Context: an optimization exercise on an open-source flow, tuned for small area, a short achievable clock period and few clock cycles per item. The choices shown serve that exercise and are no tape-out recipe. Only simulation tests tie the RTL to the original design; equivalence was not proved. Power and IR drop assume default switching activity.

$ cat flow/run.sh
#!/bin/bash
# synth_recipe.tcl (not shown) runs the flow's synth.tcl, then flattens the netlist and writes it again
# the make line also repeats each setting of config.mk as NAME=value (left out here)
make -C /OpenROAD-flow-scripts/flow DESIGN_CONFIG=/design/flow/config.mk WORK_HOME=/design/flow/orfs CLKGATE_MAP_FILE= SYNTH_SCRIPT=/design/flow/synth_recipe.tcl finish
$ cat flow/config.mk
export PLATFORM = sky130hd
export DESIGN_NAME = qyuqyu_f64op
export DESIGN_NICKNAME = qyuqyu_f64op
export VERILOG_FILES = /design/flow/design.v
export SDC_FILE = /design/flow/constraint.sdc
export NUM_CORES = 4
export LEC_CHECK = 0
export CAP_MARGIN = 20
export CORE_MARGIN = 2
export CORE_UTILIZATION = 40
export PLACE_DENSITY = 0.6
export SLEW_MARGIN = 20
$ cat flow/constraint.sdc
create_clock -name core_clock -period 10.0 [get_ports {clk}]
set_input_delay 2.0000 -clock core_clock [delete_from_list [all_inputs] [get_ports {clk}]]
set_output_delay 2.0000 -clock core_clock [all_outputs]
set_load 0.01 [all_outputs]
$ cat flow/design.v
module qyuqyu_f64op (
    input  wire        clk,
    input  wire        rst,
    input  wire        req_valid,
    output wire        req_ready,
    input  wire [3:0]  req_op,
    input  wire [63:0] req_a,
    input  wire [63:0] req_b,
    output wire        rsp_valid,
    input  wire        rsp_ready,
    output wire [63:0] rsp_y,
    output wire [63:0] rsp_z,
    output wire        rsp_ill
);
    localparam [1:0] IDLE = 2'd0, BUSY = 2'd1, DONE = 2'd2;
    localparam [3:0] OP_ABS = 4'h0, OP_MIN = 4'h1, OP_MAX = 4'h2, OP_MODF = 4'h3,
                     OP_FLOOR = 4'h4, OP_CEIL = 4'h5, OP_TRUNC = 4'h6,
                     OP_ROUND = 4'h7, OP_SQRT = 4'h8;
    localparam [63:0] PINF = 64'h7FF0000000000000;
    localparam [63:0] NINF = 64'hFFF0000000000000;
    localparam [63:0] ONE  = 64'h3FF0000000000000;
    localparam [63:0] QNAN = 64'h7FF8000000000001;
    reg  [1:0]  phase;
    reg  [3:0]  op_q;
    reg  [63:0] a_q, b_q;
    reg  [63:0] y_q, z_q;
    reg         ill_q;
    assign req_ready = (phase == IDLE);
    assign rsp_valid = (phase == DONE);
    assign rsp_y     = y_q;
    assign rsp_z     = z_q;
    assign rsp_ill   = ill_q;
    wire        a_s    = a_q[63];
    wire [10:0] a_e    = a_q[62:52];
    wire [51:0] a_m    = a_q[51:0];
    wire [63:0] a_sgn  = {a_s, 63'd0};          
    wire        a_zero = (a_q[62:0] == 63'd0);
    wire        a_nonf = (a_e == 11'h7FF);      
    wire        a_nan  = a_nonf && (a_m != 52'd0);
    wire        b_zero = (b_q[62:0] == 63'd0);
    wire        b_nan  = (b_q[62:52] == 11'h7FF) && (b_q[51:0] != 52'd0);
    wire        e_lt1   = (a_e < 11'd1023);     
    wire        e_frac  = !e_lt1 && (a_e <= 11'd1074);   
    wire [10:0] n_full  = 11'd1075 - a_e;
    wire [5:0]  n       = n_full[5:0];           
    wire [63:0] fmask   = ~(64'hFFFFFFFFFFFFFFFF << n);
    wire [63:0] a_int   = a_q & ~fmask;          
    wire [51:0] fbits   = a_m & fmask[51:0];     
    wire        f_nz    = (fbits != 52'd0);
    wire [63:0] trunc_fin = e_lt1 ? a_sgn : (e_frac ? a_int : a_q);
    wire [63:0] int_mag = {1'b0, a_int[62:0]};
    wire [63:0] inc_mag = e_lt1 ? ONE : (int_mag + (64'd1 << n));
    wire        has_frac = e_lt1 || (e_frac && f_nz);
    reg  [5:0]  f_lz;
    integer     i;
    always @(*) begin
        f_lz = 6'd52;
        for (i = 0; i < 52; i = i + 1)
            if (fbits[i]) f_lz = 6'd51 - i[5:0];
    end
    wire [52:0] f_shift = {1'b0, fbits} << (f_lz + 6'd1);
    wire [10:0] f_exp   = a_e - 11'd1 - {5'd0, f_lz};
    wire [63:0] frac_w  = f_nz ? {a_s, f_exp, f_shift[51:0]} : a_sgn;
    wire [63:0] abs_y = {1'b0, a_q[62:0]};
    wire signed [63:0] key_a = a_s      ? -$signed({1'b0, a_q[62:0]}) : $signed({1'b0, a_q[62:0]});
    wire signed [63:0] key_b = b_q[63]  ? -$signed({1'b0, b_q[62:0]}) : $signed({1'b0, b_q[62:0]});
    wire a_gt_b = (key_a > key_b);
    wire a_lt_b = (key_a < key_b);
    reg [63:0] max_y, min_y;
    always @(*) begin
        if (a_q == PINF || b_q == PINF)  max_y = PINF;
        else if (a_nan || b_nan)         max_y = QNAN;
        else if (a_zero && b_zero)       max_y = b_q;
        else if (a_gt_b)                 max_y = a_q;
        else                             max_y = b_q;
        if (a_q == NINF || b_q == NINF)  min_y = NINF;
        else if (a_nan || b_nan)         min_y = QNAN;
        else if (a_zero && b_zero)       min_y = b_q;
        else if (a_lt_b)                 min_y = a_q;
        else                             min_y = b_q;
    end
    reg [63:0] modf_y, modf_z;
    always @(*) begin
        if (a_nonf)      begin modf_y = a_q;   modf_z = QNAN;   end
        else if (e_lt1)  begin modf_y = a_sgn; modf_z = a_q;    end
        else if (e_frac) begin modf_y = a_int; modf_z = frac_w; end
        else             begin modf_y = a_q;   modf_z = a_sgn;  end
    end
    wire        pass_a  = a_zero || a_nonf;
    wire [63:0] trunc_y = pass_a ? a_q : trunc_fin;
    wire [63:0] floor_y = pass_a ? a_q :
                          (a_s && has_frac) ? {1'b1, inc_mag[62:0]} : trunc_fin;
    wire [63:0] ceil_y  = pass_a ? a_q :
                          (!a_s && has_frac) ? {1'b0, inc_mag[62:0]} : trunc_fin;
    wire [63:0] rnd_add = (64'd1 << (n - 6'd1)) - 64'd1 + {63'd0, a_q[n]};
    wire [63:0] rnd_sum = a_q + rnd_add;
    reg  [63:0] round_y;
    always @(*) begin
        if (a_e >= 11'd1075)                       round_y = a_q;
        else if (a_e >= 11'd1023)                  round_y = rnd_sum & ~fmask;
        else if (a_e == 11'd1022 && a_m != 52'd0)  round_y = {a_s, ONE[62:0]};
        else                                       round_y = a_sgn;
    end
    reg  [5:0]  m_lz;
    always @(*) begin
        m_lz = 6'd52;
        for (i = 0; i < 52; i = i + 1)
            if (a_m[i]) m_lz = 6'd51 - i[5:0];
    end
    wire        a_sub   = (a_e == 11'd0);
    wire [52:0] sub_m   = {1'b0, a_m} << (m_lz + 6'd1);
    wire [52:0] norm_m  = a_sub ? sub_m : {1'b1, a_m};
    wire signed [12:0] norm_e = a_sub ? (-13'sd1023 - $signed({7'd0, m_lz}))
                                      : ($signed({2'b00, a_e}) - 13'sd1023);
    wire        e_odd   = norm_e[0];
    wire signed [12:0] half_e = norm_e >>> 1;
    wire [53:0] m2      = e_odd ? {norm_m, 1'b0} : {1'b0, norm_m};
    wire [12:0] res_e_w = half_e + 13'sd1022;
    reg  [5:0]  cnt;           
    reg  [57:0] sq_rem;
    reg  [56:0] sq_s;
    reg  [53:0] sq_q;
    reg  [53:0] sq_r;
    reg  [10:0] sq_exp;        
    wire [56:0] sq_t    = sq_s + {3'd0, sq_r};
    wire        sq_take = ({1'b0, sq_t} <= sq_rem);
    wire [57:0] sq_diff = sq_rem - {1'b0, sq_t};
    wire [53:0] sq_qr   = (sq_rem != 58'd0) ? (sq_q + {53'd0, sq_q[0]}) : sq_q;
    wire [63:0] sq_res  = {11'd0, sq_qr[53:1]} + {1'b0, sq_exp, 52'd0};
    reg [63:0] sqrt_y;
    always @(*) begin
        if (a_zero || a_nan || a_q == PINF) sqrt_y = a_q;
        else if (a_s)                      sqrt_y = QNAN;
        else                               sqrt_y = sq_res;
    end
    reg [63:0] exec_y, exec_z;
    reg        exec_ill;
    always @(*) begin
        exec_y   = QNAN;
        exec_z   = 64'd0;
        exec_ill = 1'b0;
        case (op_q)
            OP_ABS:   exec_y = abs_y;
            OP_MIN:   exec_y = min_y;
            OP_MAX:   exec_y = max_y;
            OP_MODF:  begin exec_y = modf_y; exec_z = modf_z; end
            OP_FLOOR: exec_y = floor_y;
            OP_CEIL:  exec_y = ceil_y;
            OP_TRUNC: exec_y = trunc_y;
            OP_ROUND: exec_y = round_y;
            OP_SQRT:  exec_y = sqrt_y;
            default:  begin exec_y = QNAN; exec_z = QNAN; exec_ill = 1'b1; end
        endcase
    end
    wire sqrt_last = (cnt == 6'd55);
    wire complete  = (phase == BUSY) && ((op_q != OP_SQRT) || sqrt_last);
    always @(posedge clk) begin
        if (rst) begin
            phase <= IDLE;
            ill_q <= 1'b0;
        end else begin
            case (phase)
                IDLE: if (req_valid) phase <= BUSY;
                BUSY: if (complete)  phase <= DONE;
                DONE: if (rsp_ready) phase <= IDLE;
                default:             phase <= IDLE;
            endcase
            if (complete) ill_q <= exec_ill;
        end
    end
    always @(posedge clk) begin
        if (!rst && phase == IDLE && req_valid) begin
            op_q <= req_op;
            a_q  <= req_a;
            b_q  <= req_b;
            cnt  <= 6'd0;
        end
        if (!rst && complete) begin
            y_q <= exec_y;
            z_q <= exec_z;
        end
        if (phase == BUSY && op_q == OP_SQRT) begin
            cnt <= cnt + 6'd1;
            if (cnt == 6'd0) begin
                sq_rem <= {3'd0, m2, 1'b0};
                sq_s   <= 57'd0;
                sq_q   <= 54'd0;
                sq_r   <= 54'h20000000000000;    
                sq_exp <= res_e_w[10:0];
            end else if (!sqrt_last) begin
                if (sq_take) begin
                    sq_s   <= sq_t + {3'd0, sq_r};
                    sq_rem <= sq_diff << 1;
                    sq_q   <= sq_q + sq_r;
                end else begin
                    sq_rem <= sq_rem << 1;
                end
                sq_r <= sq_r >> 1;
            end
        end
    end
endmodule
==> run_summary.xml <==
<?xml version="1.0" encoding="UTF-8"?>
<metrics>
  <group name="outcome">
    <metric name="outcome" unit="">complete, no violations</metric>
  </group>
  <group name="clock_network">
    <metric name="post-cts-setup-buffer-count" unit="">0</metric>
    <metric name="ctsHtreeMaxLevel" unit="">3</metric>
    <metric name="ctsRootBufferMaster" unit="">sky130_fd_sc_hd__clkbuf_16</metric>
    <metric name="postCtsHoldBufs" unit="">0</metric>
    <metric name="ctsLongestPathBuffers" unit="">3</metric>
    <metric name="cts_sinks" unit="">502</metric>
    <metric name="numCtsBuffers" unit="">68</metric>
    <metric name="cts_tree" unit="">yes</metric>
    <metric name="clk_latency" unit="ns">0.74</metric>
    <metric name="post_cts_resize_count" unit="">0</metric>
    <metric name="clk_pin_slew_worst_paths" unit="ns">0.06</metric>
  </group>
  <group name="critical_path">
    <metric name="crit_path_end_kind" unit="">flip-flop</metric>
    <metric name="worst-endpoint-required" unit="ns">10.51</metric>
    <metric name="reg2reg_setup_slack" unit="ns">0.80</metric>
    <metric name="worstSetupStartpointType" unit="">flip-flop</metric>
    <metric name="worst-r2r-cell-count" unit="">26</metric>
    <metric name="arrival" unit="ns">9.71</metric>
    <metric name="criticalPathCategory" unit="">reg2reg</metric>
    <metric name="timing.critical_path.fanout_max" unit="">14</metric>
  </group>
  <group name="worst_hold_path">
    <metric name="worstHoldPathType" unit="">reg2reg</metric>
    <metric name="whs_path_depth" unit="">2</metric>
  </group>
  <group name="sta">
    <metric name="min_period" unit="ns">9.20</metric>
    <metric name="max_slew.worst_pin.slew" unit="ns">1.33</metric>
    <metric name="totalNegativeSetupSlack" unit="ns">0</metric>
    <metric name="setup_violations" unit="">0</metric>
    <metric name="finalCritPeriodShare" unit="">0.920</metric>
    <metric name="worst_slew_margin_rel" unit="">0.112</metric>
    <metric name="fmax" unit="GHz">0.109</metric>
    <metric name="grt_setup_unrepaired" unit="">false</metric>
    <metric name="final-max-slew-violation-count" unit="">0</metric>
    <metric name="worst_case_clock_skew" unit="ns">0.0475</metric>
    <metric name="hold_viol_final" unit="">0</metric>
  </group>
  <group name="die">
    <metric name="die-area" unit="mm2">0.158</metric>
    <metric name="placementRows" unit="">144</metric>
    <metric name="initial_core_util" unit="">0.403</metric>
    <metric name="die_h" unit="um">398</metric>
    <metric name="core-area" unit="mm2">0.154</metric>
    <metric name="fp.dieW" unit="um">398</metric>
    <metric name="design.portCount" unit="">267</metric>
  </group>
  <group name="synthesis">
    <metric name="yosysWarningCount" unit="">1</metric>
    <metric name="synth_flop_cell" unit="">sky130_fd_sc_hd__edfxtp_1</metric>
    <metric name="synth.top_cell.area_share" unit="">0.241</metric>
    <metric name="synth-seq-cells" unit="">502</metric>
    <metric name="syn-mean-instance-area" unit="um2">8.05</metric>
    <metric name="synth_edf_count" unit="">499</metric>
    <metric name="synth.net_count" unit="">8419</metric>
    <metric name="synthesis.instances" unit="">7718</metric>
    <metric name="syn-cell-area" unit="mm2">0.0621</metric>
    <metric name="netlist.top_cell.by_area" unit="">sky130_fd_sc_hd__edfxtp_1</metric>
    <metric name="yosysUniqueCellTypes" unit="">116</metric>
    <metric name="sequential_share_of_the_synthesized_area" unit="">0.242</metric>
    <metric name="synth.top_cells.by_area" unit="">sky130_fd_sc_hd__edfxtp_1 24%, sky130_fd_sc_hd__ha_1 11%, sky130_fd_sc_hd__a21oi_1 5.2%</metric>
    <metric name="async_reset_ff_frac" unit="">0</metric>
  </group>
  <group name="routing">
    <metric name="drt_first_iter_violations" unit="">10300</metric>
    <metric name="remaining_drc_errors" unit="">0</metric>
    <metric name="wl_per_cell" unit="um">38.3</metric>
    <metric name="routed_via_density" unit="">6.97</metric>
    <metric name="dr.pass1.iters" unit="">9</metric>
    <metric name="drtAntennaViolNets" unit="">0</metric>
    <metric name="overall_via_count_from_detail_route" unit="">69900</metric>
    <metric name="finalWirelength" unit="mm">384</metric>
  </group>
  <group name="finish">
    <metric name="register_area" unit="mm2">0.0150</metric>
    <metric name="fillerInstances" unit="">15300</metric>
    <metric name="leading_cell_type_in_the_layout_fill_and_taps_excluded" unit="">sky130_fd_sc_hd__nand2_1</metric>
    <metric name="most_frequent_cells_in_the_layout" unit="">651 x sky130_fd_sc_hd__nand2_1, 649 x sky130_fd_sc_hd__nor2_1, 639 x sky130_fd_sc_hd__a21oi_1</metric>
    <metric name="utilization" unit="">0.458</metric>
    <metric name="layout-drive-gt1-share" unit="">0.0836</metric>
    <metric name="multiInputGateArea" unit="mm2">0.0439</metric>
    <metric name="finalNetCount" unit="">8616</metric>
    <metric name="fin_cells" unit="">10000</metric>
    <metric name="area_delta_synth_final" unit="%">13.7</metric>
  </group>
  <group name="global_route">
    <metric name="grt_max_degree" unit="">118</metric>
    <metric name="number_of_antenna_violations_at_the_first_check_in_global_routing" unit="">62</metric>
    <metric name="global_route_wire_length_before_repair" unit="mm">520</metric>
    <metric name="first_global_vias" unit="">64100</metric>
    <metric name="track_usage" unit="">0.469</metric>
    <metric name="global_route.usage.met2" unit="">0.691</metric>
    <metric name="grt_use_met1" unit="">0.549</metric>
    <metric name="globalRouteMet3Util" unit="">0.174</metric>
    <metric name="grt_overflow_total" unit="">0</metric>
    <metric name="global_route.peak_usage_layer" unit="">met2</metric>
  </group>
  <group name="power">
    <metric name="p_leak" unit="nW">28.2</metric>
    <metric name="power.ir.vdd_worst" unit="V">0.000162</metric>
    <metric name="cellPowerDensity" unit="mW/mm2">118</metric>
  </group>
  <group name="placement">
    <metric name="dpl.cell_count" unit="">9886</metric>
    <metric name="portBuffers" unit="">266</metric>
    <metric name="dp_hpwl" unit="mm">298</metric>
    <metric name="place.gp.congestion" unit="">1.15</metric>
  </group>
  <group name="job">
    <metric name="maxCapViolCount" unit="">0</metric>
  </group>
</metrics>
==> final timing paths <==
path	from	to
setup / recovery	a_q[55]	y_q[58]
hold / removal	ill_q	ill_q
setup reg to reg	a_q[55]	y_q[58]
hold reg to reg	ill_q	ill_q
==> metrics by stage <==
step	hold WS (ns)	power [mW]	cell area [um2]	setup slack [ns]
floorplan	0.536	4.25	62100	1.18
global placement	0.488	5.42	68000	1.31
detailed placement	0.500	5.41	68100	1.24
CTS	0.516	8.16	70500	1.24
global route	0.547	8.50	70600	0.645
finish	0.513	8.35	70600	0.799
==> cell families (layout without fill, tap and decap cells) <==
kind of cell,Yosys count,count (layout),share of synthesized area
AO/OA/AOI/OAI,2621,2621,0.276
XOR/XNOR,511,511,0.0726
adder cells (fa/ha/maj),565,565,0.115
buffers and inverters,871,1123,0.0551
flip-flops,502,502,0.242
multiplexers,271,271,0.0574
other,0,27,0
AND/OR/NAND/NOR,2377,2377,0.182
==> synthesized netlist by cell type (36+ instances only) <==
cell and instances:
sky130_fd_sc_hd__a211oi_1 95, sky130_fd_sc_hd__a21o_1 241, sky130_fd_sc_hd__a21oi_1 641, sky130_fd_sc_hd__a221oi_1 37, sky130_fd_sc_hd__a22oi_1 119, sky130_fd_sc_hd__a31oi_1 84, sky130_fd_sc_hd__and2_1 107, sky130_fd_sc_hd__and3_1 60
sky130_fd_sc_hd__buf_2 51, sky130_fd_sc_hd__clkbuf_1 363, sky130_fd_sc_hd__edfxtp_1 499, sky130_fd_sc_hd__ha_1 558, sky130_fd_sc_hd__inv_1 413, sky130_fd_sc_hd__mux2_2 36, sky130_fd_sc_hd__mux2i_1 169, sky130_fd_sc_hd__mux4_2 64
sky130_fd_sc_hd__nand2_1 654, sky130_fd_sc_hd__nand2b_1 95, sky130_fd_sc_hd__nand3_1 234, sky130_fd_sc_hd__nand4_1 76, sky130_fd_sc_hd__nor2_1 657, sky130_fd_sc_hd__nor2b_1 82, sky130_fd_sc_hd__nor3_1 172, sky130_fd_sc_hd__nor4_1 64
sky130_fd_sc_hd__o211ai_1 86, sky130_fd_sc_hd__o21a_1 71, sky130_fd_sc_hd__o21ai_0 578, sky130_fd_sc_hd__o21ai_1 40, sky130_fd_sc_hd__o21bai_1 57, sky130_fd_sc_hd__o221ai_1 62, sky130_fd_sc_hd__o22ai_1 85, sky130_fd_sc_hd__o31ai_1 67
sky130_fd_sc_hd__or3_1 52, sky130_fd_sc_hd__xnor2_1 292, sky130_fd_sc_hd__xor2_1 215
==> flip-flops by register name, summed over array words and instances, names as in the netlist <==
signal / count
b_q: 64
ill_q: 1
phase: 2
sq_q: 54
sq_rem: 57
y_q: 64
sq_s: 57
op_q: 4
a_q: 64
z_q: 64
cnt: 6
sq_exp: 11
sq_r: 54
==> critical path, stage by stage, from the launching register on <==
cell,delay [ns]
sky130_fd_sc_hd__edfxtp_1,0.38
sky130_fd_sc_hd__inv_1,0.33
sky130_fd_sc_hd__ha_1,0.83
sky130_fd_sc_hd__xor2_2,0.52
sky130_fd_sc_hd__mux4_2,0.58
sky130_fd_sc_hd__mux4_2,0.51
sky130_fd_sc_hd__inv_1,0.26
sky130_fd_sc_hd__ha_1,0.29
sky130_fd_sc_hd__inv_1,0.06
sky130_fd_sc_hd__ha_1,0.20
sky130_fd_sc_hd__inv_1,0.08
sky130_fd_sc_hd__fa_1,0.44
sky130_fd_sc_hd__nor2b_1,0.18
sky130_fd_sc_hd__o21ai_0,0.14
sky130_fd_sc_hd__a2111oi_0,0.63
sky130_fd_sc_hd__nor4b_1,0.22
sky130_fd_sc_hd__a21o_1,0.26
sky130_fd_sc_hd__a211oi_1,0.94
sky130_fd_sc_hd__nor2_1,0.31
sky130_fd_sc_hd__o21ai_0,0.25
sky130_fd_sc_hd__buf_4,0.17
sky130_fd_sc_hd__a221oi_1,0.12
sky130_fd_sc_hd__o32ai_1,0.33
sky130_fd_sc_hd__buf_4,0.18
sky130_fd_sc_hd__o41ai_1,0.14
sky130_fd_sc_hd__xor2_1,0.20
sky130_fd_sc_hd__o311ai_0,0.43
==> per-layer routing <==
metal / vias up / share of wire
li1: 29300 / -
met1: 33600 / 0.36
met2: 5364 / 0.41
met3: 1648 / 0.13
met4: 50 / 0.098
met5: - / 0.00089
==> cell type report <==
cell class / count / share of cell area
Timing Repair Buffer: 573 / 0.0712
Clock buffer: 81 / 0.0251
Sequential cell: 502 / 0.213
Inverter: 425 / 0.0227
Tap cell: 2044 / 0.0362
Multi-Input combinational cell: 6345 / 0.622
Clock inverter: 44 / 0.00898
Antenna cell: 27 / 0.000957
==> power breakdown <==
group	switching, mW	internal (mW)
Combinational	2.11	1.00
Sequential	0.0940	2.37
Clock	1.17	1.60
Total	3.37	4.98
Testbench counts, summed over its fixed seeds: cycles 219,070, items 24,000.

-- re-timing with driven ports --
Ports are ideal in the flow. The routed layout listed here was re-timed in OpenROAD. Step 1, drivers: a clkbuf_16 drives clk and a buf_2 each remaining input, both assumed. Step 2 also shifts input and output timing later by t, the mid clock arrival at the registers, as if the neighbouring blocks saw the same clock. Slacks: ideal ports / drivers / drivers and shift; pairs: ideal ports / drivers.
shift t [ns]: 0.805
slack for setup (ns): 0.799 / 0.799 / 0.799
latest minus earliest clock arrival (ns): 0.049 / 0.049
After both steps this run still meets setup and hold. For this run, drivers alone change the setup slack by 0.000 ns; drivers and shift together by 0.000 ns.
